From an optimization exercise on the open Yosys and OpenROAD flow, aimed at small area, a short achievable clock period and few clock cycles; shortcuts taken in it are not production practice. Function was checked by simulation only, so behaviour that the tests miss may differ from the original. Power and IR drop assume default switching activity.

File: design/flow/config.mk
export PLATFORM = sky130hd
export DESIGN_NAME = qr_segdec
export DESIGN_NICKNAME = qr_segdec
export VERILOG_FILES = /design/flow/design.v
export SDC_FILE = /design/flow/constraint.sdc
export NUM_CORES = 4
export LEC_CHECK = 0
export ABC_AREA = 1
export CAP_MARGIN = 20
export CORE_MARGIN = 2
export CORE_UTILIZATION = 60
export PLACE_DENSITY = 0.75
export SLEW_MARGIN = 20
File: design/flow/constraint.sdc
create_clock -name core_clock -period 11.0 [get_ports {clk}]
set_input_delay 2.2000 -clock core_clock [delete_from_list [all_inputs] [get_ports {clk}]]
set_output_delay 2.2000 -clock core_clock [all_outputs]
set_load 0.01 [all_outputs]
File: design/flow/design.v
module qr_alnum (
    input  wire [5:0] idx,
    output reg  [7:0] chr
);
  always @(*) begin
    case (idx)
      6'd0:  chr = 8'h30; 6'd1:  chr = 8'h31; 6'd2:  chr = 8'h32; 6'd3:  chr = 8'h33;
      6'd4:  chr = 8'h34; 6'd5:  chr = 8'h35; 6'd6:  chr = 8'h36; 6'd7:  chr = 8'h37;
      6'd8:  chr = 8'h38; 6'd9:  chr = 8'h39; 6'd10: chr = 8'h41; 6'd11: chr = 8'h42;
      6'd12: chr = 8'h43; 6'd13: chr = 8'h44; 6'd14: chr = 8'h45; 6'd15: chr = 8'h46;
      6'd16: chr = 8'h47; 6'd17: chr = 8'h48; 6'd18: chr = 8'h49; 6'd19: chr = 8'h4A;
      6'd20: chr = 8'h4B; 6'd21: chr = 8'h4C; 6'd22: chr = 8'h4D; 6'd23: chr = 8'h4E;
      6'd24: chr = 8'h4F; 6'd25: chr = 8'h50; 6'd26: chr = 8'h51; 6'd27: chr = 8'h52;
      6'd28: chr = 8'h53; 6'd29: chr = 8'h54; 6'd30: chr = 8'h55; 6'd31: chr = 8'h56;
      6'd32: chr = 8'h57; 6'd33: chr = 8'h58; 6'd34: chr = 8'h59; 6'd35: chr = 8'h5A;
      6'd36: chr = 8'h20; 6'd37: chr = 8'h24; 6'd38: chr = 8'h25; 6'd39: chr = 8'h2A;
      6'd40: chr = 8'h2B; 6'd41: chr = 8'h2D; 6'd42: chr = 8'h2E; 6'd43: chr = 8'h2F;
      default: chr = 8'h3A;
    endcase
  end
endmodule
module qr_segdec (
    input  wire        clk,
    input  wire        rst,
    input  wire        start,
    input  wire [5:0]  version,
    input  wire [11:0] ndata,
    output reg         busy,
    input  wire        in_valid,
    input  wire [7:0]  in_data,
    output wire        in_ready,
    output reg         out_valid,
    output reg  [7:0]  out_char,
    output reg         seg_valid,
    output reg  [1:0]  seg_cls,
    output reg  [3:0]  seg_ind,
    output reg  [15:0] seg_len,
    output reg         seg_trunc,
    output reg         seg_bad,
    output reg  [12:0] seg_n,
    output reg  [14:0] seg_pos
);
  localparam BW = 22;                  
  localparam P_MODE = 2'd0;
  localparam P_LEN  = 2'd1;
  localparam P_DATA = 2'd2;
  function [16:0] addc(input [15:0] a, input [15:0] b, input ci);
    integer i;
    reg c;
    reg [15:0] s;
    begin
      c = ci;
      for (i = 0; i < 16; i = i + 1) begin
        s[i] = a[i] ^ b[i] ^ c;
        c    = (a[i] & b[i]) | (c & (a[i] ^ b[i]));
      end
      addc = {c, s};
    end
  endfunction
  function ge(input [15:0] a, input [15:0] b);    
    reg [16:0] t;
    begin
      t  = addc(a, ~b, 1'b1);
      ge = t[16];
    end
  endfunction
  function [15:0] add(input [15:0] a, input [15:0] b);
    reg [16:0] t;
    begin
      t   = addc(a, b, 1'b0);
      add = t[15:0];
    end
  endfunction
  function [15:0] sub(input [15:0] a, input [15:0] b);
    reg [16:0] t;
    begin
      t   = addc(a, ~b, 1'b1);
      sub = t[15:0];
    end
  endfunction
  function [3:0] add3(input [3:0] v);
    begin
      add3[3] = v[3] | (v[2] & (v[1] | v[0]));
      add3[2] = (v[3] & v[0]) | (v[2] & ~v[1] & ~v[0]);
      add3[1] = (v[3] & ~v[0]) | (~v[2] & v[1]) | (v[1] & v[0]);
      add3[0] = (v[3] & ~v[0]) | (~v[3] & ~v[2] & v[0]) | (v[2] & v[1] & ~v[0]);
    end
  endfunction
  function [11:0] bcd10(input [9:0] v);
    integer i;
    reg [21:0] s;
    begin
      s = {12'd0, v};
      for (i = 0; i < 10; i = i + 1) begin
        s[13:10] = add3(s[13:10]);
        s[17:14] = add3(s[17:14]);
        s[21:18] = add3(s[21:18]);
        s = s << 1;
      end
      bcd10 = s[21:10];
    end
  endfunction
  function [11:0] div360(input [11:0] v);
    integer k;
    reg [11:0] t;
    reg [2:0]  q;
    begin
      t = v;
      for (k = 2; k >= 0; k = k - 1) begin
        q[k] = (t >= (12'd360 << k));
        if (q[k]) t = t - (12'd360 << k);
      end
      div360 = {q, t[8:0]};
    end
  endfunction
  reg          busy_r;
  reg          fin;         
  reg  [1:0]   phase;
  reg  [1:0]   vcl;         
  reg  [BW-1:0] bbuf;       
  reg  [4:0]   cnt;
  reg          cn, ca, cb;  
  reg  [5:0]   sh;          
  reg          shv;         
  reg  [11:0]  rcw;         
  reg          rdy;
  reg  [12:0]  rem;         
  reg          xv;
  reg          xs;          
  reg  [1:0]   xk;          
  reg  [11:0]  xx;          
  reg  [2:0]   xq;          
  reg  [1:0]   dn;          
  reg  [11:0]  dd;          
  assign in_ready = rdy;
  wire take = in_valid && rdy;
  reg  rem0, rem1, rem2;     
  reg  rem3, rem4, rem5;     
  wire rem3p = !rem0 && !rem1 && !rem2;
  reg [4:0] gw;
  reg [1:0] gk;
  always @(*) begin
    gk = 2'd1;
    case (phase)
      P_MODE: gw = 5'd4;
      P_LEN:  gw = rem[4] ? {1'b0, rem[3:0]} : 5'd8;
      default: begin
        if (cn) begin
          if (rem3p)     begin gw = 5'd10; gk = 2'd3; end
          else if (rem2) begin gw = 5'd7;  gk = 2'd2; end
          else           begin gw = 5'd4;  gk = 2'd1; end
        end else if (ca) begin
          if (rem1)      begin gw = 5'd6;  gk = 2'd1; end
          else           begin gw = 5'd11; gk = 2'd2; end
        end else begin
          gw = 5'd8;
        end
      end
    endcase
  end
  wire        have    = !sh[5];
  wire [BW-1:0] shifted = bbuf >> sh[4:0];
  reg  [10:0] x;
  integer j;
  always @(*) begin
    for (j = 0; j < 11; j = j + 1)
      x[j] = shifted[j] && (gw > j);
  end
  wire [3:0] mode = bbuf[7:4];
  reg [3:0] lw8;
  always @(*) begin
    case (mode)
      4'b0001: lw8 = (vcl == 2'd0) ? 4'd2 : (vcl == 2'd1) ? 4'd4 : 4'd6;
      4'b0010: lw8 = (vcl == 2'd0) ? 4'd1 : (vcl == 2'd1) ? 4'd3 : 4'd5;
      default: lw8 = (vcl == 2'd0) ? 4'd0 : 4'd8;
    endcase
  end
  wire        fits = (rcw[11:1] != 11'd0) || (rcw[0] ? (!sh[5] || sh[4:3] == 2'b11) : !sh[5]);
  reg xbad;
  always @(*) begin
    if (cn)
      xbad = (xk == 2'd3) ? (xx[9:0] >= 10'd1000) :
             (xk == 2'd2) ? (xx[6:0] >= 7'd100) : (xx[3:0] >= 4'd10);
    else if (ca)
      xbad = (xk == 2'd2) ? (xx[10:0] >= 11'd2025) : (xx[5:0] >= 6'd45);
    else
      xbad = 1'b0;
  end
  wire        alnum = ca;
  wire [11:0] dv    = div360(xx);
  wire [11:0] xdd   = cn ? bcd10(xx[9:0]) :
                      alnum ? {xq, dv[11:9], dv[8:3]} : {4'd0, xx[7:0]};
  wire d_free  = !dn[1];                     
  wire x_bad   = xv && !xs && xbad;
  wire x_step  = xv && !xs && !xbad && alnum;
  wire retire  = xv && d_free && (alnum ? xs : !xbad);
  wire x_ready = !xv || retire;
  wire [5:0] idx   = dn[1] ? dd[11:6] : dd[5:0];
  wire [3:0] digit = dn[1] ? (dn[0] ? dd[11:8] : dd[7:4]) : dd[3:0];
  wire [7:0] c_tab;
  qr_alnum u_alnum (.idx(idx), .chr(c_tab));
  wire [7:0] head = cb ? dd[7:0] : alnum ? c_tab : {4'h3, digit};
  wire run     = busy_r && !fin;
  wire e_mode  = run && (phase == P_MODE) && have;
  wire e_len   = run && (phase == P_LEN) && have;
  wire e_data  = run && (phase == P_DATA) && x_ready;
  wire e_end   = e_data && rem0;
  wire e_tr    = e_data && shv && !rem0 && !fits;
  wire e_grp   = e_data && shv && !rem0 && fits && have;
  wire e_cons  = e_mode || e_len || e_grp;
  wire remz = (rem[12:4] == 9'd0);
  wire req6 = remz && (rem[3:0] == 4'd6);
  wire req7 = remz && (rem[3:0] == 4'd7);
  wire req8 = remz && (rem[3:0] == 4'd8);
  wire numc = cn;
  wire alnc = ca;
  wire g_rem0 = numc ? (rem1 || rem2 || rem3) : alnc ? (rem1 || rem2) : rem1;
  wire g_rem1 = numc ? rem4 : alnc ? rem3 : rem2;
  wire g_rem2 = numc ? rem5 : alnc ? rem4 : rem3;
  wire g_rem3 = numc ? req6 : alnc ? rem5 : rem4;
  wire g_rem4 = numc ? req7 : alnc ? req6 : rem5;
  wire g_rem5 = numc ? req8 : alnc ? req7 : req6;
  wire       post_r1 = (phase == P_DATA) && (numc ? rem4 : rem3);
  wire       post_r2 = (phase == P_DATA) && rem5;
  reg  [4:0] g0, g1;
  always @(*) begin
    g1 = cn ? 5'd4 : 5'd6;
    if (phase == P_MODE)
      g0 = {1'b0, lw8};
    else if (phase == P_LEN && rem[4])
      g0 = 5'd8;
    else if (cn)
      g0 = 5'd10;
    else if (ca)
      g0 = 5'd11;
    else
      g0 = 5'd8;
  end
  wire [5:0] sh_g0 = sh - {1'b0, g0};
  wire [5:0] sh_g1 = sh - {1'b0, g1};
  wire [5:0] sh_g2 = sh - 6'd7;
  wire       sel1  = post_r1 && !cb;
  wire       sel2  = post_r2 && cn;
  wire [5:0] sh_cons = sel2 ? sh_g2 : sel1 ? sh_g1 : sh_g0;
  wire [4:0]  cnt_after = e_cons ? sh[4:0] : cnt;
  wire [4:0]  cnt_next  = take ? cnt_after + 5'd8 : cnt_after;
  wire [5:0]  sh_base   = !shv   ? {1'b0, cnt} - {1'b0, gw} :
                          e_cons ? sh_cons : sh;
  wire [5:0]  sh_next   = take ? sh_base + 6'd8 : sh_base;
  wire [15:0] len_next  = {seg_len[7:0], x[7:0]};
  wire        len_small = (len_next[15:2] == 14'd0) && (len_next[1:0] != 2'd0);
  wire [11:0] rcw_dec   = rcw - 12'd1;
  wire [14:0] pos_add   = seg_pos + {10'd0, gw};
  wire [12:0] rem_sub   = rem - {11'd0, gk};
  wire [12:0] n_inc     = seg_n + 13'd1;
  always @(posedge clk) begin
    if (take) bbuf <= {bbuf[BW-9:0], in_data};
    cnt <= cnt_next;
    sh  <= sh_next;
    if (take) rcw <= rcw_dec[11:0];
    if (rst)
      busy <= 1'b0;
    else if (!busy)
      busy <= start;
    else if (seg_valid)
      busy <= 1'b0;
    if (rst) begin
      busy_r    <= 1'b0;
      rdy       <= 1'b0;
      out_valid <= 1'b0;
      seg_valid <= 1'b0;
    end else if (!busy_r) begin
      busy_r    <= start;
      rdy       <= start;
      out_valid <= 1'b0;
      seg_valid <= 1'b0;
    end else begin
      rdy       <= !fin && (take ? (cnt_after <= BW - 16) : (cnt_after <= BW - 8)) && !seg_valid;
      out_valid <= (dn != 2'd0);
      seg_valid <= fin && !xv && !dn[1] && !seg_valid;
      if (seg_valid) busy_r <= 1'b0;
    end
    if (!busy_r) begin
        fin       <= 1'b0;
        phase     <= P_MODE;
        vcl       <= (version <= 6'd9) ? 2'd0 : (version <= 6'd26) ? 2'd1 : 2'd2;
        cnt       <= 5'd0;
        sh        <= 6'b111100;
        cn        <= 1'b0;
        ca        <= 1'b0;
        cb        <= 1'b0;
        shv       <= 1'b1;
        rcw       <= ndata;
        xv        <= 1'b0;
        dn        <= 2'd0;
        seg_len   <= 16'd0;
        seg_trunc <= 1'b0;
        seg_bad   <= 1'b0;
        seg_n     <= 13'd0;
        seg_pos   <= 15'd0;
    end else begin
      if (e_cons) seg_pos <= pos_add[14:0];
      shv <= 1'b1;
      if (e_mode) begin
        seg_ind <= mode;
        rem     <= {8'd0, 1'b1, lw8};
        phase   <= P_LEN;
        case (mode)
          4'b0001: begin seg_cls <= 2'd0; cn <= 1'b1; end
          4'b0010: begin seg_cls <= 2'd1; ca <= 1'b1; end
          4'b0100: begin seg_cls <= 2'd2; cb <= 1'b1; end
          default: begin seg_cls <= 2'd3; fin <= 1'b1; end
        endcase
      end
      if (e_len) begin
        if (!rem[4]) begin
          seg_len <= len_next;
          rem     <= (len_next[15:13] != 3'd0) ? 13'h1fff : len_next[12:0];
          rem0    <= (len_next == 16'd0);
          rem1    <= (len_next == 16'd1);
          rem2    <= (len_next == 16'd2);
          rem3    <= (len_next == 16'd3);
          rem4    <= (len_next == 16'd4);
          rem5    <= (len_next == 16'd5);
          phase   <= P_DATA;
          shv     <= !len_small;
        end else begin
          seg_len <= {8'd0, x[7:0]};
          rem     <= 13'd0;
        end
      end
      if (e_end) fin <= 1'b1;
      if (e_tr) begin fin <= 1'b1; seg_trunc <= 1'b1; end
      if (retire) xv <= 1'b0;
      if (x_step) begin
        xs <= 1'b1;
        xq <= dv[11:9];
        xx <= {dv[8:0], 3'd0};
      end
      if (x_bad) begin
        xv      <= 1'b0;
        seg_bad <= 1'b1;
        fin     <= 1'b1;
      end
      if (e_grp) begin
        xv  <= 1'b1;
        xs  <= 1'b0;
        xk  <= gk;
        xx  <= {1'd0, x};
        rem  <= rem_sub[12:0];
        rem0 <= g_rem0;
        rem1 <= g_rem1;
        rem2 <= g_rem2;
        rem3 <= g_rem3;
        rem4 <= g_rem4;
        rem5 <= g_rem5;
      end
      if (dn != 2'd0) begin
        out_char <= head;
        dn       <= {dn[1] & dn[0], !dn[0]};
        seg_n    <= n_inc[12:0];
      end
      if (retire) begin
        dn <= xk;
        dd <= xdd;
      end
    end
  end
endmodule
File: design/flow/flow/run.sh
#!/bin/bash
# Standard layout, with two changes to how it is made (the clock period and
# the constraints are the design's):
#  - the resizer's repair_timing steps aim at a 7.75 ns setup margin;
#  - every port still gets its buffer, but a plain buf_1 instead of the
#    delay cell that buffer_ports picks by default.
set -euo pipefail
bash standard.sh SETUP_SLACK_MARGIN=7.75 \
  "BUFFER_PORTS_ARGS=-buffer_cell sky130_fd_sc_hd__buf_1" finish > standard_make.log 2>&1
File: design/flow/standard.sh
#!/bin/bash
# synth_recipe.tcl (not shown) runs the flow's synth.tcl, then flattens the netlist and writes it again
# the make line also repeats each setting of config.mk as NAME=value (left out here)
make -C /OpenROAD-flow-scripts/flow DESIGN_CONFIG=/design/flow/config.mk WORK_HOME=/design/flow/orfs CLKGATE_MAP_FILE= SYNTH_SCRIPT=/design/flow/synth_recipe.tcl "${@:-finish}"
==> run summary, run 1 <==
Via Count = 11200
Post-synthesis sequential area ratio = 38.8%
Die X = 142 um
Largest net degree at the start of global routing = 57
Kind of end point of the critical path = output pin
Synth top area cells = edfxtp_1 (26%), nand2_1 (15%), dfxtp_1 (13%)
Post-synth top cells = nand2_1 (444), inv_1 (177), nor2_1 (152)
Grt total ovfl = 0
Synth cell types = 57
Multi-input gate area = 0.00615 sq mm
RSZ-0062 raised after global routing = true
CTS Buf Count = 17
Setup tns final = 0 ps
Fillers = 1579
Critical path origin = seg_n[8]
Area leader, netlist = edfxtp_1
Synthesized net count = 1669
Leak Pwr = 5.56 nW
Layout area overhead = 14.3%
Crit start category = flop
H-tree depth = 4
CP top delay family = flip-flops
Sequential cell area = 0.00444 sq mm
Crit-path slowest cell = dfxtp_1
Antenna violations before repair = 0
Gpl congestion = 0.963
CP Class = flop to output pin
Hold WC Path Type = flop to flop
Ports = 94
Rows = 50
MaxCap Viol Count = 0
Most common cell in the netlist = nand2_1
CTS clk-pin slew, worst paths = 70 ps
Mapped Avg Cell Area = 7.09 sq um
Slew @ Worst Pin = 1050 ps
Setup crit end = seg_n[8]
Core box area = 0.0186 sq mm
Setup Viol. Count Final = 0
Skew-Pair Late Insertion Delay = 430 ps
Clock root buffer = clkbuf_16
PortBufs = 93
EDFF count, synth = 99
Crit share post-route = 29.1%
Final min period = 3210 ps
Design Power = 1.49 mW
Critical path depth = 1
Status = timing/DRC/antenna clean
Ys async rst share = 0%
First-pass DRT Iterations = 8
Vias in the first global route = 9942
Arr. time, crit path = 1010 ps
Vias per cell = 5.72
CP required = 8800 ps
Cell Area, Synth = 0.0114 sq mm
Avg WL per Cell = 15.8 um
Register-to-Register Path Depth = 25
Die height = 142 um
Initial Util = 61.0%
Placed insts = 1884
Synth Warn # = 2
Dpl hpwl = 22.0 mm
Die Area = 0.0201 sq mm
CTS tree = done
Final Util = 69.7%
CP Max Fanout = 5
Synth Register Bits = 171
Ys flop type = edfxtp_1
CP bufs+invs = 1
Clk sinks = 171
First-pass GRT wire length = 49.0 mm
Gr usage total = 30.4%
ANT nets after route = 0
1st-iter DRT viols = 989
Slew headroom = 29.8%
Ant. Diodes = 0
Critical Path Max Stage Delay = 400 ps
Final hold violation count = 0
Peak supply drop = 135 uV
Final-report max-slew violation count = 0
R2R Path Start = xx[9]
Syn Inst Count = 1603
Final Non-Filler Cells = 1967
Deepest clock path buffer count = 2
R2R setup slack = 7800 ps
Synth top area share = 26.2%
Layout cells sized above 1 = 10.8%
Area after DPL = 0.0118 sq mm
FF-to-FF End = xx[6]
Final net count = 1786
Cell Pwr Density = 115 mW/mm^2
Post-Route Skew = 15.3 ps
Drt total wl = 31.1 mm
Finished Cell Area = 0.0130 sq mm
Max Clk Rate = 312 MHz
DRC errors left = 0
Worst path cell trace = buf_1
==> layer usage <==
metal	GRT usage, %	vias up	wire [um]
li1	-	5597	-
met1	41.2	5106	13600
met2	49.3	462	14400
met3	4.52	81	2110
met4	12.3	0	1030
met5	0	-	0
==> cells in the final DEF, fill, tap and decap left out, drive strengths merged, types with 9 or more instances in the layout <==
master  netlist  layout
nor3         33      33
clkbuf       31      24
o211ai       12      12
inv         185     189
dfxtp        72      72
buf          26     152
nand3        98      98
edfxtp       99      99
a21oi       105     105
o21ai       145     145
xnor2        10      10
ha           32      32
nor4          9       9
o22ai        10      10
xor2         18      18
nand4        22      22
a31oi        12      12
nand2       456     456
nor2        162     162
==> kinds of logic (layout without fill, tap and decap cells) <==
kind of cell,after synthesis,count (layout),share of synthesized area (%)
AND/OR/NAND/NOR,797,797,30.0
AO/OA/AOI/OAI,323,323,15.8
buffers and inverters,245,375,8.70
flip-flops,171,171,38.8
adder cells (fa/ha/maj),36,36,4.23
XOR/XNOR,28,28,2.16
multiplexers,3,3,0.264
==> through the flow <==
| stage | setup slack, ps | hold slack [ps] |
|---|---|---|
| after CTS | 7730 | 453 |
| after global placement | 7200 | 439 |
| final | 7790 | 450 |
| after global routing | 7620 | 470 |
| after floorplan | 7750 | 427 |
| after detailed placement | 7130 | 434 |
==> how the worst min path moves through the flow <==
stage | endpoint | cells past startpoint | from | slack [ps]
after floorplan | bbuf[8] | 0 | bbuf[0] | 430
after global placement | seg_trunc | 2 | seg_trunc | 440
after detailed placement | bbuf[8] | 0 | bbuf[0] | 430
final | bbuf[8] | 0 | bbuf[0] | 450
after CTS | busy | 1 | seg_valid | 450
after global routing | busy | 1 | seg_valid | 470
==> timing repair <==
item	CTS	global route
gates resized for setup	20	63
pin swaps	10	17
cloned	0	2
hold buffers	0	0
buffers inserted	24	25
endpoints found under the setup margin	43	35
==> power breakdown <==
part	switching (mW)	total [mW]	internal [mW]
sequential	0.0258	0.725	0.699
combinational	0.121	0.187	0.0658
clock	0.262	0.575	0.313
==> sequential cells by signal (all words and copies together), names as in the netlist, 3 cells and up <==
| signal | cells |
|---|---|
| xx | 12 |
| seg_len | 16 |
| cnt | 5 |
| bbuf | 22 |
| seg_ind | 4 |
| xq | 3 |
| rcw | 12 |
| dd | 12 |
| out_char | 8 |
| rem | 13 |
| seg_pos | 15 |
| sh | 6 |
| seg_n | 13 |
==> layout make-up <==
type,instances,area share [%]
repair inverters,2,0.0963
flip-flops and latches,171,34.2
inverters,188,5.63
repair buffers,153,6.27
clock buffers,23,3.68
well taps,234,2.25
multi-input cells,1187,47.3
clock inverters,9,0.588
Testbench counts, summed over its fixed seeds: cycles 80,989.
==> run 2: changes to the inputs <==
--- a/design/flow/config.mk
+++ b/design/flow/config.mk
@@ -9,5 +9,5 @@
 export CAP_MARGIN = 20
 export CORE_MARGIN = 2
-export CORE_UTILIZATION = 60
-export PLACE_DENSITY = 0.75
+export CORE_UTILIZATION = 67
+export PLACE_DENSITY = 0.8
 export SLEW_MARGIN = 20
==> run summary, run 2 <==
First-pass DRT Iterations = 7 (-1)
Status = timing/DRC/antenna clean
Commonest non-fill, non-tap cell in the layout = nand2_1
Rows = 47 (-6.0%)
Synthesized net count = 1669 (unchanged)
Avg WL per Cell = 17.2 um (+8.7%)
Synth top area cells = edfxtp_1 (26%), nand2_1 (15%), dfxtp_1 (13%)
WL met2 = 15.7 mm (+9.5%)
Synth Area in Simple Gates = 30.0% (unchanged)
Synth Area in Adders = 4.23% (unchanged)
Synth Register Bits = 171 (unchanged)
EDFF count, synth = 99 (unchanged)
Final hold violation count = 0 (unchanged)
Comb power frac = 12.9% (+0.3 points)
Slew @ Worst Pin = 806 ps (-242 ps)
Syn Inst Count = 1603 (unchanged)
Deepest clock path buffer count = 2 (unchanged)
First-pass GRT wire length = 49.7 mm (+1.6%)
Setup Viol. Count Final = 0 (unchanged)
Ys async rst share = 0% (unchanged)
Post-synth top cells = nand2_1 (444), inv_1 (177), nor2_1 (152)
CTS Buf Count = 17 (unchanged)
Post-synthesis mux area share = 0.264% (unchanged)
Metal3 WL = 3.27 mm (+55%)
Gpl congestion = 0.978 (+1.5%)
Top Registers = bbuf (22), seg_len (16), seg_pos (15)
Kind of end point of the critical path = flop
Synth Warn # = 2 (unchanged)
Gr usage total = 34.1% (+3.7 points)
Post-synthesis xor/xnor area fraction = 2.16% (unchanged)
CP bufs+invs = 3 (+2)
Reg power frac = 47.7% (-1.0 points)
Dpl hpwl = 21.9 mm (-0.65%)
Commonest non-fill, non-tap cells in the layout = nand2_1 (408), inv_1 (161), nor2_1 (140), o21ai_0 (131), a21oi_1 (103)
Ant. Diodes = 0 (unchanged)
Compound-gate portion of the synthesized area = 15.8% (unchanged)
CP Max Fanout = 7 (+2)
Pint = 1.07 mW (-0.83%)
H-tree depth = 4 (unchanged)
Max reg flops = 22 (unchanged)
Die X = 134 um (-5.2%)
Ports = 94 (unchanged)
Slew headroom = 46.0% (+16 points)
Vias in the first global route = 10700 (+7.2%)
Skew-Pair Late Insertion Delay = 440 ps (about the same)
Post-Route Skew = 15.5 ps (+0.225 ps)
Crit-path slowest cell = edfxtp_1
Crit start category = flop
Post-synthesis sequential area ratio = 38.8% (unchanged)
Layout cells sized above 1 = 13.7% (+2.8 points)
Leak Pwr = 5.64 nW (+1.3%)
Uppermost routed layer = met4
CP top delay family = simple AND/OR/NAND/NOR gates
Final net count = 1788 (+0.11%)
Initial Util = 68.5% (+7.6 points)
Clock root buffer = clkbuf_16
Area leader, netlist = edfxtp_1
Final Non-Filler Cells = 1955 (-0.61%)
DRC errors left = 0 (unchanged)
Final min period = 3390 ps (+182 ps)
PortBufs = 93 (unchanged)
Clk sinks = 171 (unchanged)
Vias per cell = 6.10 (+6.7%)
CTS tree = done
Drt total wl = 33.6 mm (+8.1%)
Most flops, register = bbuf
Synth top area share = 26.2% (unchanged)
Critical Path Max Stage Delay = 530 ps (+130 ps)
Met1 WL = 13.1 mm (-3.8%)
Arr. time, crit path = 3560 ps (+2550 ps)
Post-CTS Hold Buffers = 0 (unchanged)
Multi-input gate area = 0.00636 sq mm (+3.4%)
Placed insts = 1869 (-0.80%)
Grt total ovfl = 0 (unchanged)
Synth cell types = 57 (unchanged)
Post-Place Setup Slack = 7050 ps (-78.5 ps)
Cell Pwr Density = 114 mW/mm^2 (-0.28%)
Layout area overhead = 16.7%
Core box area = 0.0166 sq mm (-11%)
Clock power share = 39.4% (+0.7 points)
Die Area = 0.0180 sq mm (-10%)
CP required = 11180 ps (+2380 ps)
Most common cell in the netlist = nand2_1
Via Count = 11900 (+6.0%)
Sw Share = 29.4% (+1.9 points)
Ys flop type = edfxtp_1
CP Class = flop to flop
Hold WC Path Type = flop to flop
1st-iter DRT viols = 1391 (+41%)
Setup tns final = 0 ps (unchanged)
Die height = 134 um (-5.2%)
Crit share post-route = 30.8% (+1.7 points)
Main combinational cell family by area after synthesis = simple AND/OR/NAND/NOR gates
CTS clk-pin slew, worst paths = 70 ps (about the same)
Switching power = 0.446 mW (+8.9%)
Largest net degree at the start of global routing = 57 (unchanged)
Fillers = 1167 (-26%)
Setup WS post-layout = 7610 ps (-182 ps)
Sequential cell area = 0.00444 sq mm (+0.14%)
Max Clk Rate = 295 MHz (-5.4%)
R2R setup slack = 7610 ps (-190 ps)
Cell Area, Synth = 0.0114 sq mm (unchanged)
RSZ-0062 raised after global routing = true
Peak supply drop = 118 uV (-13%)
ANT nets after route = 0 (unchanged)
Antenna violations before repair = 0 (unchanged)
Final-report max-slew violation count = 0 (unchanged)
MaxCap Viol Count = 0 (unchanged)
Mapped Avg Cell Area = 7.09 sq um (unchanged)
-- run 2: cell counts after synthesis --
Identical to the previous run, type by type.
-- run 2: logic make-up (layout without fill, tap and decap cells) --
family	Yosys count	count (layout)
compound gates	323	323
flops	171	171
fa+ha+maj	36	36
simple gates	797	797
mux	3	3
buf+inv	245	377
xor+xnor	28	28
-- run 2: timing repair --
action                     4_1_cts  5_1_grt
setup buffers                   22       28
pin swaps                        6       35
cloned                           0        3
setup endpoints to repair       57       42
gates resized for setup         20      122
-- run 2: through the flow --
stage | area (sq um) | util [%] | power (mW) | hold WS (ps)
floorplan | 11400 | - | 0.861 | 427
global placement | 11800 | 71.1 | 0.907 | 436
detailed placement | 11800 | 71.2 | 0.911 | 444
CTS | 12600 | 76.0 | 1.50 | 455
global route | 13300 | 80.0 | 1.57 | 481
finish | 13300 | 80.0 | 1.51 | 457
-- run 2: worst reg2reg max path, stage by stage, from the launching register on --
cell      delay (ps)
edfxtp_1         530
buf_4            210
buf_4            130
buf_4            150
nor2_4           120
nand3_2          100
nand2_1          100
nand2_1           50
nand2_1           60
nand2_1           60
nand2_2           90
nand2_4           70
nor2_8           150
nand3_4          100
nand2_2          100
nand2_2          110
ha_4             180
nand3_2           80
nand3_2           70
nand2_2           80
nand2_2           60
nand2_4          130
nand2_8          110
nand2_4          120
nand2_2           50
nand2_1           60
nand2_1           80
-- run 2: path summary, 6_finish.rpt --
path / from / end / cells past startpoint
setup / recovery: xx[9] / xx[6] / 26
hold reg to reg: busy / busy / 1
setup reg to reg: xx[9] / xx[6] / 26
hold / removal: busy / busy / 1
-- run 2: metal layers --
layer  global-route usage, %  vias to the layer above
met4                    14.8                        0
met3                    6.46                      164
met2                    56.5                      752
met1                    43.8                     5413
li1                        -                     5594
met5                       0                        -
-- run 2: area by class of cell --
| cell class | count | area share, % |
|---|---|---|
| inverters | 188 | 5.46 |
| well taps | 220 | 2.07 |
| flip-flops and latches | 171 | 33.5 |
| multi-input cells | 1187 | 47.9 |
| clock inverters | 14 | 1.08 |
| repair inverters | 1 | 0.0377 |
| repair buffers | 156 | 6.69 |
| clock buffers | 18 | 3.23 |
-- run 2: power by group through the flow --
| stage | combinational, mW | clock (mW) | sequential (mW) |
|---|---|---|---|
| floorplan | 0.136 | 0 | 0.726 |
| global placement | 0.171 | 0 | 0.736 |
| detailed placement | 0.175 | 0 | 0.736 |
| CTS | 0.181 | 0.593 | 0.722 |
| global route | 0.219 | 0.621 | 0.726 |
| finish | 0.195 | 0.597 | 0.723 |
==> run 3: changes to the inputs <==
--- a/design/flow/config.mk
+++ b/design/flow/config.mk
@@ -9,5 +9,5 @@
 export CAP_MARGIN = 20
 export CORE_MARGIN = 2
-export CORE_UTILIZATION = 67
-export PLACE_DENSITY = 0.8
+export CORE_UTILIZATION = 55
+export PLACE_DENSITY = 0.7
 export SLEW_MARGIN = 20
==> run summary, run 3 <==
Status = timing/DRC/antenna clean
Clock root buffer = clkbuf_16
CP required = 8800 ps (-2380 ps)
Comb power frac = 12.6% (-0.3 points)
Setup Viol. Count Final = 0 (unchanged)
Synth top area cells = edfxtp_1 (26%), nand2_1 (15%), dfxtp_1 (13%)
Post-Route Skew = 12.3 ps (-3.24 ps)
Largest net degree at the start of global routing = 57 (unchanged)
Gpl congestion = 0.928 (-5.1%)
PortBufs = 93 (unchanged)
Area leader, netlist = edfxtp_1
Kind of end point of the critical path = output pin
Crit start category = flop
Post-synth top cells = nand2_1 (444), inv_1 (177), nor2_1 (152)
Hold WC Path Type = flop to flop
Switching power = 0.431 mW (-3.3%)
H-tree depth = 4 (unchanged)
CP Class = flop to output pin
Avg WL per Cell = 15.6 um (-9.1%)
Core box area = 0.0202 sq mm (+22%)
Post-Place Setup Slack = 7060 ps (+11.6 ps)
Ant. Diodes = 0 (unchanged)
Synth Register Bits = 171 (unchanged)
Crit share post-route = 29.1% (-1.7 points)
Final hold violation count = 0 (unchanged)
CP Max Fanout = 4 (-3)
Setup tns final = 0 ps (unchanged)
Final net count = 1794 (+0.34%)
Gr usage total = 27.9% (-6.2 points)
Rows = 52 (+11%)
Pint = 1.09 mW (+1.7%)
Dpl hpwl = 22.1 mm (+1.1%)
Ports = 94 (unchanged)
Hold Slack = 454 ps (-3.17 ps)
CTS Buf Count = 17 (unchanged)
EDFF count, synth = 99 (unchanged)
Post-synthesis sequential area ratio = 38.8% (unchanged)
First-pass DRT Iterations = 5 (-2)
Synth Warn # = 2 (unchanged)
Grt total ovfl = 0 (unchanged)
Antenna violations before repair = 0 (unchanged)
Final Non-Filler Cells = 2011 (+2.9%)
Fillers = 1800 (+54%)
CP bufs+invs = 1 (-2)
Final min period = 3200 ps (-183 ps)
Most flops, register = bbuf
Slew headroom = 47.3% (+1.3 points)
RSZ-0062 raised after global routing = false
Vias in the first global route = 10000 (-6.0%)
Via Count = 11300 (-5.6%)
Cell Area, Synth = 0.0114 sq mm (unchanged)
Die Area = 0.0218 sq mm (+21%)
Sw Share = 28.4% (-1.0 points)
Mapped Avg Cell Area = 7.09 sq um (unchanged)
Commonest non-fill, non-tap cell in the layout = nand2_1
Max reg flops = 22 (unchanged)
Final-report max-slew violation count = 0 (unchanged)
Die X = 148 um (+10%)
Drt total wl = 31.4 mm (-6.5%)
1st-iter DRT viols = 962 (-31%)
Arr. time, crit path = 1000 ps (-2560 ps)
Most common cell in the netlist = nand2_1
Syn Inst Count = 1603 (unchanged)
CP top delay family = flip-flops
CTS tree = done
Synth top area share = 26.2% (unchanged)
Clk sinks = 171 (unchanged)
Crit-path slowest cell = dfxtp_1
Ys async rst share = 0% (unchanged)
ANT nets after route = 0 (unchanged)
First-pass GRT wire length = 49.3 mm (-0.89%)
Leak Pwr = 5.62 nW (-0.22%)
Critical Path Max Stage Delay = 400 ps (-130 ps)
MaxCap Viol Count = 0 (unchanged)
Peak supply drop = 108 uV (-8.1%)
Placed insts = 1921 (+2.8%)
Layout area overhead = 16.8% (about the same)
Initial Util = 56.2% (-12 points)
Setup WS post-layout = 7800 ps (+183 ps)
Clock power share = 39.8% (+0.4 points)
Ys flop type = edfxtp_1
Reg power frac = 47.6% (about the same)
Deepest clock path buffer count = 2 (unchanged)
Layout cells sized above 1 = 12.8% (-0.85 points)
CTS clk-pin slew, worst paths = 80 ps (about the same)
Skew-Pair Late Insertion Delay = 430 ps (about the same)
Die height = 148 um (+10%)
Max Clk Rate = 312 MHz (+5.7%)
Cell Pwr Density = 114 mW/mm^2 (+0.20%)
Synthesized net count = 1669 (unchanged)
Worst path cell trace = buf_1
DRC errors left = 0 (unchanged)
Slew @ Worst Pin = 789 ps (-17.4 ps)
Synth cell types = 57 (unchanged)
Top Registers = bbuf (22), seg_len (16), seg_pos (15)
Commonest non-fill, non-tap cells in the layout = nand2_1 (423), inv_1 (163), nor2_1 (141), o21ai_0 (130), a21oi_1 (102)
Vias per cell = 5.60 (-8.2%)
-- run 3: final timing paths --
| check | start | endpoint | slack (ps) | cells after the start |
|---|---|---|---|---|
| setup / recovery | seg_len[4] | seg_len[4] | 7800 | 1 |
| hold / removal | bbuf[0] | bbuf[8] | 450 | 0 |
| setup reg to reg | xx[11] | dd[0] | 7800 | 24 |
| hold reg to reg | bbuf[0] | bbuf[8] | 450 | 0 |
-- run 3: what timing repair did --
item                                    CTS  global route
setup buffers                            21            35
resized for setup                        23           100
hold buffers                              0             0
endpoints found under the setup margin   46            42
pin swaps                                 6            27
endpoints found under the hold margin     0             0
gates cloned                              0             2
-- run 3: cell families (layout without fill, tap and decap cells) --
family / after synthesis / after routing / synth area share (%)
AO/OA/AOI/OAI: 323 / 323 / 15.8
adder cells (fa/ha/maj): 36 / 36 / 4.23
multiplexers: 3 / 3 / 0.264
flip-flops: 171 / 171 / 38.8
XOR/XNOR: 28 / 28 / 2.16
AND/OR/NAND/NOR: 797 / 797 / 30.0
buffers and inverters: 245 / 383 / 8.70
-- run 3: metrics by stage --
stage	util, %	total power [mW]	instance area (sq um)
finish	65.6	1.52	13300
global route	65.6	1.58	13300
CTS	62.6	1.51	12700
detailed placement	58.7	0.913	11900
floorplan	-	0.861	11400
global placement	58.7	0.909	11900
-- run 3: per-layer routing --
| metal | wire (um) | track usage [%] | part of all wire, % | vias up |
|---|---|---|---|---|
| met2 | 14600 | 45.7 | 47 | 441 |
| met3 | 2080 | 4.35 | 6.6 | 83 |
| met5 | 0 | 0 | 0 | - |
| li1 | - | - | - | 5609 |
| met1 | 13700 | 37.2 | 43 | 5128 |
| met4 | 1050 | 11.0 | 3.4 | 0 |
-- run 3: cell type report --
type	instances	area (sq um)	area share [%]
Inverter	188	737	5.55
Tap cell	270	338	2.54
Timing Repair Buffer	161	905	6.81
Multi-Input combinational cell	1187	6270	47.2
Timing Repair inverter	2	10.0	0.0754
Clock inverter	14	148	1.11
Sequential cell	171	4440	33.4
Clock buffer	18	429	3.23
-- run 3: power groups by stage --
stage | Combinational, mW | Clock (mW) | Sequential, mW
3_5_place_dp | 0.175 | 0 | 0.738
2_1_floorplan | 0.136 | 0 | 0.726
3_3_place_gp | 0.172 | 0 | 0.737
6_report | 0.191 | 0.604 | 0.724
5_1_grt | 0.216 | 0.636 | 0.726
4_1_cts | 0.179 | 0.610 | 0.723
==> run 4: changes to the inputs <==
==> design/flow/flow/run.sh (replaced) <==
#!/bin/bash
# Standard layout, with two changes to how it is made (the clock period and
# the constraints are the design's):
#  - the resizer's repair_timing steps aim at a 8.0 ns setup margin;
#  - every port still gets its buffer, but a plain buf_1 instead of the
#    delay cell that buffer_ports picks by default.
set -euo pipefail
bash standard.sh SETUP_SLACK_MARGIN=8.0 \
  "BUFFER_PORTS_ARGS=-buffer_cell sky130_fd_sc_hd__buf_1" finish > standard_make.log 2>&1
--- a/design/flow/config.mk
+++ b/design/flow/config.mk
@@ -9,5 +9,5 @@
 export CAP_MARGIN = 20
 export CORE_MARGIN = 2
-export CORE_UTILIZATION = 55
-export PLACE_DENSITY = 0.7
+export CORE_UTILIZATION = 60
+export PLACE_DENSITY = 0.75
 export SLEW_MARGIN = 20
==> run summary, run 4 <==
Worst path cell trace = inv_4 -> nand2_4 -> nor2_4 -> nand2_4 -> nand2_4 -> nand2_4 -> and2_4 -> ha_4 -> nand3b_1 -> nor2_2 -> nand2_2 -> nand4_1 -> nand2_2 -> ha_2 -> nand3_2 -> nand3_2 -> nand2_1 -> nand2_2 -> nand2_4 -> nand2_8 -> nand2_4 -> nand2_2 -> nand2_1 -> nand2_1
Crit share post-route = 29.3% (+0.15 points)
Synth top area cells = edfxtp_1 (26%), nand2_1 (15%), dfxtp_1 (13%)
Max Clk Rate = 310 MHz (-0.52%)
Area leader, netlist = edfxtp_1
Drt total wl = 35.6 mm (+13%)
Cell Pwr Density = 105 mW/mm^2 (-8.3%)
Final min period = 3220 ps (+16.7 ps)
CTS tree = done
Deepest clock path buffer count = 2 (unchanged)
EDFF count, synth = 99 (unchanged)
Post-Place Setup Slack = 7080 ps (+19.7 ps)
Most common cell in the netlist = nand2_1
Grt total ovfl = 0 (unchanged)
Arr. time, crit path = 3390 ps (+2390 ps)
Die Area = 0.0201 sq mm (-8.1%)
Post-synthesis sequential area ratio = 38.8% (unchanged)
Peak supply drop = 116 uV (+7.5%)
Skew-Pair Late Insertion Delay = 440 ps (about the same)
Vias in the first global route = 11000 (+9.9%)
MaxCap Viol Count = 0 (unchanged)
Ys async rst share = 0% (unchanged)
Final net count = 1860 (+3.7%)
Synth cell types = 57 (unchanged)
Max reg flops = 22 (unchanged)
Crit-path slowest cell = edfxtp_1
ANT nets after route = 0 (unchanged)
Slew headroom = 45.5% (-1.8 points)
Leak Pwr = 6.36 nW (+13%)
CP bufs+invs = 1 (unchanged)
Most frequent CP cell = nand2_4
Gpl congestion = 1.01 (+8.7%)
Multi-input gate area = 0.00646 sq mm (+3.1%)
Setup Viol. Count Final = 0 (unchanged)
Gr usage total = 33.8% (+5.9 points)
Kind of end point of the critical path = flop
Rows = 50 (-3.8%)
Avg WL per Cell = 17.5 um (+12%)
RSZ-0062 raised after global routing = true
Crit start category = flop
Via Count = 12100 (+7.9%)
Most flops, register = bbuf
CP Max Fanout = 7 (+3)
Critical Path Max Stage Delay = 470 ps (+70 ps)
Layout area overhead = 26.9%
Commonest non-fill, non-tap cell in the layout = nand2_1
Synth Register Bits = 171 (unchanged)
Cell Area, Synth = 0.0114 sq mm (unchanged)
Hold Slack = 461 ps (+6.88 ps)
Layout cells sized above 1 = 24.1% (+11 points)
Fillers = 1375 (-24%)
Commonest non-fill, non-tap cells in the layout = nand2_1 (405), inv_1 (160), nor2_1 (137), o21ai_0 (122), buf_4 (117)
Post-Route Skew = 17.2 ps (+4.89 ps)
Mapped Avg Cell Area = 7.09 sq um (unchanged)
DRC errors left = 0 (unchanged)
Antenna violations before repair = 0 (unchanged)
Status = timing/DRC/antenna clean
Ant. Diodes = 0 (unchanged)
Final-report max-slew violation count = 0 (unchanged)
Synth top area share = 26.2% (unchanged)
Design Power = 1.51 mW (-0.37%)
Ys flop type = edfxtp_1
Setup WS post-layout = 7780 ps (-16.7 ps)
First-pass GRT wire length = 54.5 mm (+10%)
Syn Inst Count = 1603 (unchanged)
Synth Warn # = 2 (unchanged)
Setup tns final = 0 ps (unchanged)
CP top delay family = simple AND/OR/NAND/NOR gates
Final hold violation count = 0 (unchanged)
Sequential cell area = 0.00452 sq mm (+1.9%)
Core box area = 0.0186 sq mm (-7.9%)
Post-CTS Hold Buffers = 0 (unchanged)
Clk sinks = 171 (unchanged)
Dpl hpwl = 22.7 mm (+2.6%)
Slew @ Worst Pin = 809 ps (+20.4 ps)
Top Registers = bbuf (22), seg_len (16), seg_pos (15)
Die X = 142 um (-4.1%)
Hold WC Path Type = flop to flop
Die height = 142 um (-4.1%)
CP Class = flop to flop
Vias per cell = 5.95 (+6.3%)
H-tree depth = 4 (unchanged)
Synthesized net count = 1669 (unchanged)
Ports = 94 (unchanged)
Largest net degree at the start of global routing = 57 (unchanged)
Clock root buffer = clkbuf_16
CTS clk-pin slew, worst paths = 70 ps (about the same)
Post-synth top cells = nand2_1 (444), inv_1 (177), nor2_1 (152)
First-pass DRT Iterations = 9 (+4)
PortBufs = 93 (unchanged)
CTS Buf Count = 17 (unchanged)
CP required = 11170 ps (+2370 ps)
1st-iter DRT viols = 1170 (+22%)
Initial Util = 61.0% (+4.8 points)
==> run 4: cell counts after synthesis <==
No cell type changed its count.
==> run 4: area by class of cell <==
cell class | instances | area share, %
well taps | 234 | 2.03
flip-flops and latches | 171 | 31.3
multi-input cells | 1187 | 44.8
clock buffers | 22 | 3.24
repair buffers | 227 | 12.9
inverters | 188 | 5.06
clock inverters | 10 | 0.564
repair inverters | 2 | 0.0694
==> run 4: cell families after synthesis <==
| group | share of synthesized area (%) |
|---|---|
| and+or+nand+nor | 30.0 |
| xor gates and xnor gates | 2.16 |
| buffers and inverters | 8.70 |
| adders and majority gates | 4.23 |
| muxes | 0.264 |
| DFF | 38.8 |
| AOI/OAI and AO/OA | 15.8 |
==> run 4: worst register-to-register path, cell delays in order (launching register included) <==
cell	delay, ps
edfxtp_1	470
inv_4	110
nand2_4	60
nor2_4	100
nand2_4	80
nand2_4	90
nand2_4	50
and2_4	150
ha_4	150
nand3b_1	210
nor2_2	160
nand2_2	110
nand4_1	110
nand2_2	80
ha_2	190
nand3_2	70
nand3_2	60
nand2_1	80
nand2_2	70
nand2_4	140
nand2_8	110
nand2_4	90
nand2_2	70
nand2_1	70
nand2_1	70
==> run 4: per-layer routing <==
| layer | GRT usage (%) | vias to the layer above | wire length (um) |
|---|---|---|---|
| li1 | - | 5748 | - |
| met5 | 0 | - | 0 |
| met4 | 13.3 | 0 | 1480 |
| met2 | 56.1 | 658 | 17000 |
| met1 | 44.5 | 5594 | 14300 |
| met3 | 5.47 | 149 | 2890 |
==> run 4: repair_timing <==
item	CTS	global route
hold endpoints to repair	0	0
setup buffers	88	33
endpoints found under the setup margin	139	121
gates resized for setup	231	105
gates cloned	3	1
pin swaps	29	40
==> run 4: final timing paths <==
check	from	end	slack, ps	cells past startpoint
setup / recovery	xx[9]	xx[9]	7780	24
hold / removal	busy	busy	460	1
setup reg to reg	xx[9]	xx[9]	7780	24
hold reg to reg	busy	busy	460	1
==> run 4: where the power goes <==
part | internal (mW) | switching (mW) | total, mW
logic | 0.0844 | 0.137 | 0.221
registers | 0.696 | 0.0252 | 0.722
clock network | 0.308 | 0.263 | 0.571
total | 1.09 | 0.425 | 1.51
==> run 4: through the flow <==
step | area [sq um] | utilization, % | cells
floorplan | 11500 | - | 1603
global route | 14400 | 77.4 | 2041
finish | 14400 | 77.4 | 2041
CTS | 13900 | 74.3 | 2007
global placement | 11900 | 63.8 | 1884
detailed placement | 11900 | 63.8 | 1884
==> run 5: changes to the inputs <==
==> design/flow/flow/run.sh (replaced) <==
#!/bin/bash
# Standard layout, with two changes to how it is made (the clock period and
# the constraints are the design's):
#  - the resizer's repair_timing steps aim at a 7.7 ns setup margin;
#  - every port still gets its buffer, but a plain buf_1 instead of the
#    delay cell that buffer_ports picks by default.
set -euo pipefail
bash standard.sh SETUP_SLACK_MARGIN=7.7 \
  "BUFFER_PORTS_ARGS=-buffer_cell sky130_fd_sc_hd__buf_1" finish > standard_make.log 2>&1
==> run summary, run 5 <==
Status = timing/DRC/antenna clean
Main combinational cell family by area after synthesis = simple AND/OR/NAND/NOR gates
First-pass GRT wire length = 49.0 mm (-10%)
Fillers = 1577 (+15%)
Worst path cell trace = buf_1
Grt total ovfl = 0 (unchanged)
Layout area overhead = 14.4%
Initial Util = 61.0% (unchanged)
CP Class = flop to output pin
Hold WC Path Type = flop to flop
Drt total wl = 31.1 mm (-13%)
Syn Inst Count = 1603 (unchanged)
Largest net degree at the start of global routing = 57 (unchanged)
Kind of end point of the critical path = output pin
Final min period = 3230 ps (+10.7 ps)
Cell Pwr Density = 114 mW/mm^2 (+8.9%)
Via Count = 11400 (-6.5%)
Synth Area in Simple Gates = 30.0% (unchanged)
Final hold violation count = 0 (unchanged)
CP Max Fanout = 5 (-2)
First-pass DRT Iterations = 7 (-2)
Post-synth top cells = nand2_1 (444), inv_1 (177), nor2_1 (152)
Clk sinks = 171 (unchanged)
Setup WS post-layout = 7770 ps (-10.7 ps)
Most flops, register = bbuf
Synth Warn # = 2 (unchanged)
CP bufs+invs = 1 (unchanged)
Post-synthesis sequential area ratio = 38.8% (unchanged)
Synth top area cells = edfxtp_1 (26%), nand2_1 (15%), dfxtp_1 (13%)
Ant. Diodes = 0 (unchanged)
Post-synthesis mux area share = 0.264% (unchanged)
Vias per cell = 5.76 (-3.3%)
Critical Path Max Stage Delay = 430 ps (-40 ps)
Final-report max-slew violation count = 0 (unchanged)
Compound-gate portion of the synthesized area = 15.8% (unchanged)
Clock root buffer = clkbuf_16
EDFF count, synth = 99 (unchanged)
Synth Area in Adders = 4.23% (unchanged)
Core box area = 0.0186 sq mm (unchanged)
Synth Register Bits = 171 (unchanged)
Mapped Avg Cell Area = 7.09 sq um (unchanged)
Die X = 142 um (unchanged)
Layout cells sized above 1 = 10.7% (-13 points)
H-tree depth = 4 (unchanged)
Synth top area share = 26.2% (unchanged)
RSZ-0062 raised after global routing = true
Gpl congestion = 0.963 (-4.5%)
Skew-Pair Late Insertion Delay = 430 ps (about the same)
Deepest clock path buffer count = 2 (unchanged)
DRC errors left = 0 (unchanged)
Dpl hpwl = 22.0 mm (-3.0%)
Post-Place Setup Slack = 7130 ps (+47.1 ps)
Crit share post-route = 29.4% (+0.098 points)
Setup tns final = 0 ps (unchanged)
Vias in the first global route = 9960 (-9.6%)
1st-iter DRT viols = 969 (-17%)
Area leader, netlist = edfxtp_1
Synthesized net count = 1669 (unchanged)
Leak Pwr = 5.57 nW (-12%)
Ys async rst share = 0% (unchanged)
Gr usage total = 30.4% (-3.4 points)
CTS tree = done
Top Registers = bbuf (22), seg_len (16), seg_pos (15)
Peak supply drop = 136 uV (+17%)
Ports = 94 (unchanged)
CP top delay family = flip-flops
Die Area = 0.0201 sq mm (unchanged)
ANT nets after route = 0 (unchanged)
Max Clk Rate = 309 MHz (-0.33%)
Crit start category = flop
Setup Viol. Count Final = 0 (unchanged)
CTS clk-pin slew, worst paths = 70 ps (about the same)
Antenna violations before repair = 0 (unchanged)
Die height = 142 um (unchanged)
CP required = 8800 ps (-2370 ps)
CTS Buf Count = 17 (unchanged)
PortBufs = 93 (unchanged)
Most common cell in the netlist = nand2_1
Avg WL per Cell = 15.8 um (-9.5%)
Final net count = 1791 (-3.7%)
Cell Area, Synth = 0.0114 sq mm (unchanged)
Crit-path slowest cell = dfxtp_1
Rows = 50 (unchanged)
Commonest non-fill, non-tap cell in the layout = nand2_1
Post-Route Skew = 12.7 ps (-4.46 ps)
Ys flop type = edfxtp_1
Post-synthesis xor/xnor area fraction = 2.16% (unchanged)
Max reg flops = 22 (unchanged)
Slew @ Worst Pin = 1040 ps (+233 ps)
Slew headroom = 30.2% (-15 points)
Arr. time, crit path = 1030 ps (-2360 ps)
Synth cell types = 57 (unchanged)
MaxCap Viol Count = 0 (unchanged)
Commonest non-fill, non-tap cells in the layout = nand2_1 (429), inv_1 (166), nor2_1 (144), o21ai_0 (129), a21oi_1 (104)
-- run 5: cell counts after synthesis --
No cell type changed its count.
-- run 5: timing repair --
item,CTS,global route
buffers inserted,22,33
setup endpoints to repair,36,31
pin swaps,6,25
resized for setup,17,54
hold buffers,0,0
gates cloned,0,1
-- run 5: stage by stage --
stage	hold slack [ps]	instances	power [mW]	util (%)	instance area, sq um
floorplan	427	1603	0.861	-	11400
global placement	439	1884	0.908	63.4	11800
detailed placement	434	1884	0.911	63.4	11800
global route	470	1972	1.54	69.8	13000
finish	449	1972	1.49	69.8	13000
CTS	453	1938	1.48	67.6	12600
-- run 5: worst paths after layout --
path / slack (ps) / from / depth (start not counted) / to
setup reg to reg: 7770 / xx[9] / 25 / dd[4]
hold / removal: 450 / seg_valid / 1 / busy
setup / recovery: 7770 / seg_len[1] / 1 / seg_len[1]
hold reg to reg: 450 / seg_valid / 1 / busy
-- run 5: area by class of cell --
class / instances / area [sq um] / share of cell area (%)
timing repair buffer: 159 / 856 / 6.58
tap: 234 / 293 / 2.25
sequential: 171 / 4430 / 34.0
multi-input combinational: 1187 / 6140 / 47.2
timing repair inverter: 1 / 5.00 / 0.0385
inverter: 188 / 732 / 5.63
clock inverter: 9 / 76.3 / 0.587
clock buffer: 23 / 478 / 3.67
-- run 5: where the power goes --
group | total (mW) | switching [mW] | internal (mW)
Clock | 0.574 | 0.261 | 0.313
Combinational | 0.187 | 0.121 | 0.0661
Sequential | 0.725 | 0.0258 | 0.699
Total | 1.49 | 0.408 | 1.08
-- run 5: worst register-to-register path, stage by stage (launching register included) --
cell and delay [ps]:
edfxtp_1 410, buf_6 140, inv_4 60, nand2_2 70, nor2_2 100, nand2_2 100, nand2_4 80, nand2_1 60
and2_4 160, ha_2 170, nand3b_1 190, nor2_2 140, nand2_2 100, nand4_1 100, nand2_2 60, ha_1 170
nand3_1 80, nand3_1 80, nand2_1 80, nand2_2 70, nand2_4 130, nand2_8 90, nand2_2 90, nand2_2 80
nand2_1 70, nand2_1 80
-- run 5: cell families (layout without fill, tap and decap cells) --
group / count (synthesis) / in the layout
AOI/OAI and AO/OA: 323 / 323
xor gates and xnor gates: 28 / 28
muxes: 3 / 3
buffers and inverters: 245 / 380
and+or+nand+nor: 797 / 797
adders and majority gates: 36 / 36
DFF: 171 / 171
-- run 5: metal layers --
metal	share of wire [%]	GRT usage, %	up-vias	wire length (um)
met4	3.9	12.6	0	1200
met2	46	49.1	481	14300
met3	6.8	4.69	96	2120
li1	-	-	5600	-
met1	43	41.1	5177	13500
met5	0	0	-	0
==> run 6: changes to the inputs <==
==> design/flow/run.sh (new file) <==
#!/bin/bash
# synth_recipe.tcl (not shown) runs the flow's synth.tcl, then flattens the netlist and writes it again
# the make line also repeats each setting of config.mk as NAME=value (left out here)
make -C /OpenROAD-flow-scripts/flow DESIGN_CONFIG=/design/flow/config.mk WORK_HOME=/design/flow/orfs CLKGATE_MAP_FILE= SYNTH_SCRIPT=/design/flow/synth_recipe.tcl finish
--- a/design/flow/config.mk
+++ b/design/flow/config.mk
@@ -9,5 +9,5 @@
 export CAP_MARGIN = 20
 export CORE_MARGIN = 2
-export CORE_UTILIZATION = 60
-export PLACE_DENSITY = 0.75
+export CORE_UTILIZATION = 67
+export PLACE_DENSITY = 0.8
 export SLEW_MARGIN = 20
removed: design/flow/flow/run.sh
removed: design/flow/standard.sh
==> run summary, run 6 <==
Vias per cell = 5.87 (+1.9%)
Post-Route Skew = 13.0 ps (+0.297 ps)
R2R Path Start = ca
Max reg flops = 22 (unchanged)
PortBufs = 93 (unchanged)
Synthesized net count = 1669 (unchanged)
Post-synth top cells = nand2_1 (444), inv_1 (177), nor2_1 (152)
Ant. Diodes = 0 (unchanged)
Ports = 94 (unchanged)
Layout area overhead = 13.6%
Final min period = 4050 ps (+818 ps)
Setup Viol. Count Final = 0 (unchanged)
Crit start category = flop
Critical Path Max Stage Delay = 560 ps (+130 ps)
Synth cell types = 57 (unchanged)
CTS resizes = 0 (-17)
Post-synthesis sequential area ratio = 38.8% (unchanged)
Deepest clock path buffer count = 2 (unchanged)
CP top delay family = simple AND/OR/NAND/NOR gates
CTS Buf Count = 17 (unchanged)
Clk sinks = 171 (unchanged)
EDFF count, synth = 99 (unchanged)
Hold Path End = seg_bad
CP Max Fanout = 17 (+12)
Crit share post-route = 36.8% (+7.4 points)
MaxCap Viol Count = 0 (unchanged)
Arr. time, crit path = 4380 ps (+3350 ps)
First-pass DRT Iterations = 9 (+2)
Register-to-Register Path Depth = 18 (-28%)
Min-Delay Path Depth = 2 (+1)
Commonest non-fill, non-tap cells in the layout = nand2_1 (444), inv_1 (176), nor2_1 (150), o21ai_0 (135), a21oi_1 (105)
Ys flop type = edfxtp_1
R2R setup slack = 6950 ps (-820 ps)
Drt total wl = 29.8 mm (-4.3%)
Avg WL per Cell = 15.7 um (-0.56%)
H-tree depth = 4 (unchanged)
CP required = 11330 ps (+2530 ps)
CTS clk-pin slew, worst paths = 70 ps (about the same)
Vias in the first global route = 10200 (+2.5%)
Core box area = 0.0166 sq mm (-11%)
Cell Pwr Density = 115 mW/mm^2 (+1.0%)
CP Class = flop to flop
Die Area = 0.0180 sq mm (-10%)
Most frequent CP cell = inv_1
Kind of end point of the critical path = flop
Synth top area cells = edfxtp_1 (26%), nand2_1 (15%), dfxtp_1 (13%)
Antenna violations before repair = 0 (unchanged)
Dpl hpwl = 21.6 mm (-1.7%)
Grt total ovfl = 0 (unchanged)
Top Registers = bbuf (22), seg_len (16), seg_pos (15)
Skew-Pair Late Insertion Delay = 440 ps (about the same)
CP bufs+invs = 7 (+6)
Synth Register Bits = 171 (unchanged)
FF-to-FF End = sh[4]
Slew headroom = 35.6% (+5.3 points)
Most common cell in the netlist = nand2_1
Largest net degree at the start of global routing = 57 (unchanged)
Commonest non-fill, non-tap cell in the layout = nand2_1
Crit-path slowest cell = dfxtp_1
Worst path cell trace = inv_2 -> nor2_4 -> inv_1 -> o211ai_1 -> inv_1 -> nor2_1 -> inv_1 -> ha_1 -> nand3_1 -> and2_1 -> or2_2 -> a21oi_1 -> inv_1 -> nand2_1 -> inv_1 -> ha_1 -> o22ai_1 -> inv_1
Hold Slack = 456 ps (+6.54 ps)
Ys async rst share = 0% (unchanged)
Setup Fix Bufs, Post-CTS = 0 (-100%)
Final-report max-slew violation count = 0 (unchanged)
Rows = 47 (-6.0%)
ANT nets after route = 0 (unchanged)
Via Count = 11100 (-1.9%)
Final hold violation count = 0 (unchanged)
Die height = 134 um (-5.2%)
Most flops, register = bbuf
Synth Warn # = 2 (unchanged)
Mapped Avg Cell Area = 7.09 sq um (unchanged)
Hold WC Path Type = flop to flop
Synth top area share = 26.2% (unchanged)
CTS tree = done
Status = timing/DRC/antenna clean
Die X = 134 um (-5.2%)
Setup tns final = 0 ps (unchanged)
DRC errors left = 0 (unchanged)
Initial Util = 68.5% (+7.6 points)
First-pass GRT wire length = 48.1 mm (-1.8%)
Leak Pwr = 5.50 nW (-1.2%)
Clock root buffer = clkbuf_16
Gpl congestion = 0.974 (+1.1%)
Layout cells sized above 1 = 4.83% (-5.9 points)
Hold Crit Start = seg_bad
Slew @ Worst Pin = 960 ps (-82.2 ps)
Max Clk Rate = 247 MHz (-20%)
Cell Area, Synth = 0.0114 sq mm (unchanged)
RSZ-0062 raised after global routing = false
Final net count = 1731 (-3.4%)
Critical path depth = 18 (+17)
1st-iter DRT viols = 1095 (+13%)
Gr usage total = 33.0% (+2.6 points)
Post-CTS Hold Buffers = 0 (unchanged)
Peak supply drop = 117 uV (-14%)
Area leader, netlist = edfxtp_1
Syn Inst Count = 1603 (unchanged)
## run 6: cell types whose count changed in the layout (fill, tap and decap cells not counted), moves of 5 or more
cell             delta
buf_1              -93
clkdlybuf4s50_1    +93
buf_4              -55
nand2_1            +15
nand2_2            -11
inv_1              +10
nor2_1              +6
o21ai_0             +6
o21ai_1             -6
dfxtp_1             +5
## run 6: per-layer routing
layer	global-route usage [%]	vias up	wire [um]
met2	56.4	549	14300
met3	5.29	79	2370
met5	0	-	0
li1	-	5488	-
met1	42.9	5024	12300
met4	10.8	0	775
## run 6: worst max path at each step
stage	start	slack, ps	end
2_1_floorplan	in_valid	7450	rcw[0]
3_3_place_gp	in_valid	6660	rcw[6]
3_5_place_dp	in_valid	6530	rcw[3]
4_1_cts	in_valid	7010	rcw[0]
5_1_grt	cn	6800	sh[5]
6_report	ca	6950	sh[4]
## run 6: logic make-up after synthesis
family	after synthesis	synth area share (%)
AND/OR/NAND/NOR	797	30.0
AO/OA/AOI/OAI	323	15.8
buffers and inverters	245	8.70
flip-flops	171	38.8
adder cells (fa/ha/maj)	36	4.23
XOR/XNOR	28	2.16
multiplexers	3	0.264
## run 6: tightest hold or removal path: stages (launching register included)
cell and delay [ps]:
dfxtp_1 310, inv_1 50, a21oi_1 50
## run 6: area by class of cell
class | instances | area (sq um)
Clock buffer | 17 | 425
Timing Repair Buffer | 100 | 983
Multi-Input combinational cell | 1187 | 5970
Sequential cell | 171 | 4410
Clock inverter | 15 | 135
Fill cell | 1262 | 3670
Inverter | 188 | 708
Tap cell | 220 | 275
## run 6: metrics by stage
stage | cell area [sq um] | worst slack (ps) | power (mW) | utilization [%] | cells
5_1_grt | 12900 | 6800 | 1.54 | 77.9 | 1898
4_1_cts | 12900 | 7010 | 1.49 | 77.8 | 1898
3_5_place_dp | 12300 | 6530 | 0.917 | 74.5 | 1866
3_3_place_gp | 12300 | 6660 | 0.913 | 74.4 | 1866
2_1_floorplan | 11400 | 7450 | 0.860 | - | 1603
6_report | 12900 | 6950 | 1.49 | 77.9 | 1898
## run 6: power by group
part           switching, mW  leakage, nW  internal, mW
Combinational          0.120         3.74        0.0675
Clock                  0.282        0.273         0.297
Sequential            0.0240         1.49         0.700
Total                  0.427         5.50          1.06
==> run 7: changes to the inputs <==
==> design/flow/flow/run.sh (new file) <==
#!/bin/bash
# Standard layout, with three changes to how it is made (the clock period and
# the constraints are the design's):
#  - the resizer's repair_timing steps aim at a 7.75 ns setup margin;
#  - every port still gets its buffer, but a plain buf_1 instead of the
#    delay cell that buffer_ports picks by default;
#  - clock tree synthesis adds no dummy loads (its other arguments are
#    the standard flow's).
set -euo pipefail
bash standard.sh SETUP_SLACK_MARGIN=7.75 \
  "BUFFER_PORTS_ARGS=-buffer_cell sky130_fd_sc_hd__buf_1" \
  "CTS_ARGS=-sink_clustering_enable -repair_clock_nets -dont_use_dummy_load" \
  finish > standard_make.log 2>&1
==> design/flow/standard.sh (new file) <==
#!/bin/bash
# synth_recipe.tcl (not shown) runs the flow's synth.tcl, then flattens the netlist and writes it again
# the make line also repeats each setting of config.mk as NAME=value (left out here)
make -C /OpenROAD-flow-scripts/flow DESIGN_CONFIG=/design/flow/config.mk WORK_HOME=/design/flow/orfs CLKGATE_MAP_FILE= SYNTH_SCRIPT=/design/flow/synth_recipe.tcl "${@:-finish}"
--- a/design/flow/config.mk
+++ b/design/flow/config.mk
@@ -9,5 +9,5 @@
 export CAP_MARGIN = 20
 export CORE_MARGIN = 2
-export CORE_UTILIZATION = 67
-export PLACE_DENSITY = 0.8
+export CORE_UTILIZATION = 60
+export PLACE_DENSITY = 0.75
 export SLEW_MARGIN = 20
removed: design/flow/run.sh
==> run summary, run 7 <==
Cell Area, Synth = 0.0114 sq mm (unchanged)
Crit share post-route = 29.1% (-7.7 points)
Kind of end point of the critical path = output pin
Hold Slack = 449 ps (-6.42 ps)
R2R setup slack = 7820 ps (+870 ps)
Leak Pwr = 5.49 nW (-0.23%)
Most common cell in the netlist = nand2_1
Critical Path Max Stage Delay = 380 ps (-180 ps)
Initial Util = 61.0% (-7.6 points)
Core box area = 0.0186 sq mm (+12%)
Commonest non-fill, non-tap cell in the layout = nand2_1
Layout area overhead = 13.4%
Reg power frac = 51.8% (+3.3 points)
Top Registers = bbuf (22), seg_len (16), seg_pos (15)
Comb power frac = 13.6% (+1.0 points)
Die X = 142 um (+5.5%)
PortBufs = 93 (unchanged)
Final net count = 1786 (+3.2%)
Post-Route Skew = 22.1 ps (+9.11 ps)
Slew headroom = 29.7% (-5.8 points)
CTS clk-pin slew, worst paths = 70 ps (about the same)
Fillers = 1575 (+25%)
Synth top area share = 26.2% (unchanged)
Mapped Avg Cell Area = 7.09 sq um (unchanged)
Clock power share = 34.6% (-4.2 points)
Post-synth top cells = nand2_1 (444), inv_1 (177), nor2_1 (152)
Max Clk Rate = 312 MHz (+27%)
Critical path depth = 1 (-17)
Avg WL per Cell = 15.8 um (+0.67%)
H-tree depth = 4 (unchanged)
Dpl hpwl = 22.0 mm (+1.7%)
Pint = 1.04 mW (-2.7%)
Synthesized net count = 1669 (unchanged)
1st-iter DRT viols = 1010 (-7.8%)
Synth top area cells = edfxtp_1 (26%), nand2_1 (15%), dfxtp_1 (13%)
CP bufs+invs = 1 (-6)
Status = timing/DRC/antenna clean
First-pass GRT wire length = 48.7 mm (+1.1%)
ANT nets after route = 0 (unchanged)
Ys flop type = edfxtp_1
Final-report max-slew violation count = 0 (unchanged)
RSZ-0062 raised after global routing = true
Commonest non-fill, non-tap cells in the layout = nand2_1 (429), inv_1 (165), nor2_1 (144), o21ai_0 (129), a21oi_1 (103)
Final min period = 3200 ps (-849 ps)
Gr usage total = 30.3% (-2.7 points)
Largest net degree at the start of global routing = 57 (unchanged)
CTS tree = done
CP Class = flop to output pin
Hold Crit Start = seg_valid
Area after DPL = 0.0118 sq mm (-4.2%)
CTS Buf Count = 17 (unchanged)
Rows = 50 (+6.4%)
CP top delay family = flip-flops
Gpl congestion = 0.963 (-1.1%)
Ports = 94 (unchanged)
MaxCap Viol Count = 0 (unchanged)
Vias per cell = 5.76 (-1.9%)
Register-to-Register Path Depth = 17 (-1)
Die height = 142 um (+5.5%)
Antenna violations before repair = 0 (unchanged)
FF-to-FF End = sh[4]
Post-CTS Hold Buffers = 0 (unchanged)
Max reg flops = 22 (unchanged)
Peak supply drop = 133 uV (+13%)
DRC errors left = 0 (unchanged)
Setup tns final = 0 ps (unchanged)
Vias in the first global route = 9869 (-3.3%)
Crit-path slowest cell = dfxtp_1
Switching power = 0.365 mW (-14%)
Finished Cell Area = 0.0129 sq mm (-0.23%)
Setup crit end = seg_n[1]
## run 7: cell counts after synthesis
No cell type changed its count.
## run 7: how the worst min path moves through the flow
stage,to,slack (ps),cells past startpoint
2_1_floorplan,bbuf[8],430,0
4_1_cts,busy,450,1
3_5_place_dp,bbuf[8],430,0
3_3_place_gp,seg_trunc,440,2
5_1_grt,busy,470,1
6_report,busy,450,1
## run 7: through the flow
step	cells	util, %	power, mW	setup slack (ps)
CTS	1926	67.0	1.39	7710
floorplan	1603	-	0.861	7750
detailed placement	1884	63.4	0.911	7130
global placement	1884	63.4	0.908	7200
finish	1952	69.1	1.40	7800
global route	1952	69.1	1.46	7650
## run 7: kinds of logic (layout without fill, tap and decap cells)
family / Yosys count / in the layout / synth area share [%]
fa+ha+maj: 36 / 36 / 4.23
compound gates: 323 / 323 / 15.8
mux: 3 / 3 / 0.264
xor+xnor: 28 / 28 / 2.16
simple gates: 797 / 797 / 30.0
flops: 171 / 171 / 38.8
buf+inv: 245 / 360 / 8.70
## run 7: power by group through the flow
| stage | combinational, mW | sequential, mW | clock [mW] |
|---|---|---|---|
| final | 0.190 | 0.725 | 0.485 |
| after global placement | 0.171 | 0.737 | 0 |
| after CTS | 0.177 | 0.724 | 0.493 |
| after detailed placement | 0.173 | 0.738 | 0 |
| after global routing | 0.215 | 0.728 | 0.516 |
| after floorplan | 0.136 | 0.726 | 0 |
## run 7: layout make-up
cell class	instances	area (sq um)	area share [%]
multi-input cells	1187	6160	47.8
flip-flops and latches	171	4440	34.5
repair buffers	153	823	6.39
clock buffers	17	425	3.30
inverters	188	731	5.67
well taps	234	293	2.27
repair inverters	2	12.5	0.0971
## run 7: metal layers
metal / up-vias / GRT usage, % / routed length (um)
met5: - / 0 / 0
met4: 0 / 11.4 / 1040
met3: 89 / 4.59 / 2100
met2: 470 / 48.9 / 14200
met1: 5095 / 41.4 / 13500
li1: 5580 / - / -
## run 7: repair_timing
action / in CTS / in global routing
gates resized for setup: 20 / 66
buffers inserted: 25 / 24
gates cloned: 0 / 2
endpoints found under the setup margin: 41 / 34
pin swaps: 8 / 24

Check on run 7: ideal ports give 7.799 ns setup slack; a clkbuf_16 on the clock port and buf_2 on the inputs give 7.752 ns; moving port delays by the midpoint clock arrival (0.465 ns) as well gives 7.525 ns.
